This is an optimization exercise on Yosys and OpenROAD, whose aim is small area, a short achievable clock period and few clock cycles, not a production implementation.
Where RTL was checked, it was by simulation tests only, not by an equivalence proof against the original.
No activity file was given, so power comes from the tool's default toggle rates.

wip/cedar:
Design baton_relay_core, start of the top module:
module baton_relay_core (
    input  wire        clk,
    input  wire        rst,
    input  wire [63:0] cfg_turns_required,
    input  wire        cmd_valid,
    output wire        cmd_ready,
    input  wire [1:0]  cmd_op,
    input  wire [7:0]  cmd_seed,
    input  wire        rx_valid,
    output wire        rx_ready,
    input  wire [63:0] rx_data,
    input  wire [3:0]  rx_len,
    input  wire        rx_fin,
    input  wire        offer_valid,
    output wire        offer_ready,
    input  wire [15:0] offer_len,
    output wire        tx_valid,
    input  wire        tx_ready,
    output wire [63:0] tx_data,
    output wire [3:0]  tx_len,
    output wire        tx_fin,
    output wire        tx_last,
    output wire        idle,
    output wire [2:0]  state,
    output wire        role,
    output wire [7:0]  baton_out,
    output wire [7:0]  baton_in,
    output wire [63:0] turn_count,
    output wire [63:0] rx_byte_count,
    output wire [2:0]  close_code,
    output wire        dgram_ready,
    output wire [7:0]  dgram_value
);
export LEC_CHECK = 0
export CAP_MARGIN = 20
export CORE_MARGIN = 2
export CORE_UTILIZATION = 40
export SETUP_SLACK_MARGIN = 4.5
export SLEW_MARGIN = 20
create_clock -name core_clock -period 8.0 [get_ports {clk}]
standard.sh (not shown) runs the stock make flow with config.mk's settings and CLKGATE_MAP_FILE= SYNTH_SCRIPT=/design/flow/synth_recipe.tcl, a recipe that flattens the netlist after the stock synthesis.
==> flow/flow/run.sh <==
#!/bin/bash
# Standard layout, with every port buffered by the smallest buffer instead of
# the flow's default choice. Full make output goes to standard.log.
set -euo pipefail
export BUFFER_PORTS_ARGS="-buffer_cell sky130_fd_sc_hd__buf_1"
bash standard.sh finish > standard.log 2>&1
wip/cedar completed; timing, DRC and antenna clean
What wip/zinc does differently from wip/cedar at the input level:
Settings: a change of SETUP_SLACK_MARGIN from 4.5 to 5.0.
The worst setup slack of wip/zinc exceeds that of wip/cedar by 0.23 ns.
wip/zinc has combinational group share of total power above what wip/cedar had.
Looking at routed length per instance across wip/cedar and wip/zinc, the one that comes out lower is wip/zinc.
wip/cedar reports its end point of the critical path as st[2] while wip/zinc reports baton_in_r[0].
Summary — via count, wip/zinc relative to wip/cedar: higher, by about 2%.
Changes observed in wip/zinc relative to wip/cedar: fmax moved up; sequential group share of total power saw a decrease; routed wire length +780 um.
[inputs] wip/quartz vs wip/zinc
Settings: SETUP_SLACK_MARGIN changed from 5.0 to 4.9.
==> comparison <==
Minimum clock period: wip/quartz vs wip/zinc down 0.0060 ns
Lower layout overhead on the synthesized area goes to wip/quartz over wip/zinc.
Non-clock buffer count in wip/quartz is 37 lower than in wip/zinc
Per the comparison of wip/quartz with wip/zinc, routed wire length on met2 moved down; wire length level.
wip/zinc → wip/quartz: ratio of total power to cell area essentially unchanged, final area decreased 2.9%, clock-buffer cell count increased 29%, first-pass GRT wire length decreased about 0.9%.
No functional check of the RTL was part of any run of this note.

========
Another version of the RTL of baton_relay_core (not shown whole).
For scale: roughly 330 flip-flops, ~400 I/O pins, roughly 19000 µm² of cells after synthesis.
clock: 8.0 ns
lec_check: 0
cap_margin: 20
core_margin: 2
core_utilization: 40
setup_slack_margin: 4.9
slew_margin: 20
Scripts as last shown in full above: flow/flow/run.sh
Testbench counts at the start, summed over its fixed seeds: cycles 196,564.
Change:
Settings changed: SETUP_SLACK_MARGIN 4.9 to 5.0.
Outcome:
- synthesized area stays the same
- maximum frequency is lower by about 1.7%
- count of clock-buffer cells in the layout came out lower by 11
- global-route usage hardly moves
Change:
Settings changed: CORE_UTILIZATION 40 to 60, SETUP_SLACK_MARGIN 5.0 to 4.9.
After rerunning: The new run completed with no timing, DRC or antenna violations; routed wire length falls by 10%; sequential share of layout area climbs by 1.1 points; clock skew goes down by 0.010 ns; synthesized cell count stays the same; global-route usage came out higher by 8.8 points; final area drops by 3.9%; via count stays flat; worst setup slack gets better by 0.027 ns; sequential cell count is unchanged; area after synthesis stays the same.

========
baton_relay_core again, from the RTL that the note above started with.
Settings: LEC_CHECK=0, CAP_MARGIN=20, CORE_MARGIN=2, CORE_UTILIZATION=40, SETUP_SLACK_MARGIN=5.0, SLEW_MARGIN=20; clock period 8.0 ns.
==> flow/flow/run.sh <==
#!/bin/bash
# Standard layout (standard.sh) with two changes:
#  - synthesis maps the logic with flow/area.abc (see flow/synth.tcl);
#  - every port is buffered by the smallest buffer.
# Full make output goes to standard.log; ORFS keeps each step's log under orfs/logs.
set -euo pipefail
here=$(pwd)
export BUFFER_PORTS_ARGS="-buffer_cell sky130_fd_sc_hd__buf_1"
export FLOW_ABC_SCRIPT="$here/flow/area.abc"
sed "s#SYNTH_SCRIPT=[^ ]*#SYNTH_SCRIPT=$here/flow/synth.tcl#" standard.sh > standard_area.sh
bash standard_area.sh finish > standard.log 2>&1
==> flow/flow/area.abc <==
&get -n
&st
&dc2
&syn2
&dc2
&dch -f
&nf -R 2000
&put
==> flow/flow/synth.tcl <==
# The standard flow's synthesis script (synth_recipe.tcl), with one change: ABC maps the
# logic with the script in FLOW_ABC_SCRIPT (flow/area.abc, an area-recovering
# script) in place of ORFS's speed script. Registers, passes, flattening and
# renaming are unchanged.
proc synth {args} { yosys synth -nofsm -noshare {*}$args }
proc use_own_abc_script {name1 name2 op} {
  upvar #0 abc_args a
  set i [lsearch -exact $a -script]
  if {$i >= 0} { lset a [expr {$i + 1}] $::env(FLOW_ABC_SCRIPT) }
}
trace add variable ::abc_args write use_own_abc_script
source $::env(SCRIPTS_DIR)/synth.tcl
# left out here: clear keep_hierarchy, flatten, clean up, hide names made inside functions, write 1_2_yosys.v
Testbench counts at the start, summed over its fixed seeds: cycles 196,564.
Next try:
==> flow/flow/area.abc (replaced) <==
&get -n
&st
&syn2
&syn2
&dch -f
&nf -R 2000
&put
Settings changed: SETUP_SLACK_MARGIN 5.0 to 4.9.
Clock skew goes up by 0.0050 ns.
Cell area goes up slightly.
Total power goes down slightly.
Setup slack is worse by 0.21 ns.
Final cell count goes up by a few percent.
Utilization goes down by 0.61 points.
Synthesized area goes up by a few percent.
Wire length goes down slightly.
Global-route usage goes down by 0.99 points.
Synthesized cell count goes up by a few percent.
Worst hold slack is better by 0.025 ns.

## separate check: timing with driven ports
The results above use ideal ports. As a check the final layouts listed here were re-extracted and re-timed, cells and wires unchanged.
Step 1: set_driving_cell puts a clkbuf_16 on clk and a buf_2 on each other input, an assumption about the parent block.
Step 2 also shifts input and output timing later by t, the mid clock arrival at the registers, as if the neighbouring blocks saw the same clock.
Slacks: no drivers / after step 1 / after step 2; pairs: no drivers / after step 1.
run | t, ns | setup slack, ns | worst setup path at the end | latest minus earliest clock arrival (ns) | worst register clock-pin slew, ns
wip/cedar | 0.615 | 4.585 / 4.588 / 3.992 | input to register | 0.035 / 0.035 | 0.07 / 0.07
wip/zinc | 0.619 | 4.816 / 4.807 / 4.188 | input to register | 0.042 / 0.042 | 0.07 / 0.07
wip/quartz | 0.601 | 4.822 / 4.841 / 4.240 | input to register | 0.029 / 0.029 | 0.06 / 0.06
the first run of note 2 | 0.614 | 4.950 / 4.892 / 4.368 | input to register | 0.023 / 0.024 | 0.06 / 0.06
the second run of note 2 | 0.613 | 4.896 / 4.895 / 4.338 | input to register | 0.029 / 0.029 | 0.07 / 0.07
the third run of note 2 | 0.573 | 4.923 / 4.909 / 4.364 | input to register | 0.018 / 0.019 | 0.06 / 0.06
the first run of note 3 | 0.610 | 4.939 / 4.965 / 4.355 | input to register | 0.018 / 0.018 | 0.07 / 0.07
the second run of note 3 | 0.612 | 4.727 / 4.727 / 4.405 | input to register | 0.024 / 0.024 | 0.06 / 0.06
After both steps setup and hold are still met in every run listed. The setup slack of wip/zinc, which loses most, moves by -0.009 ns with the drivers and by -0.628 ns with both steps.
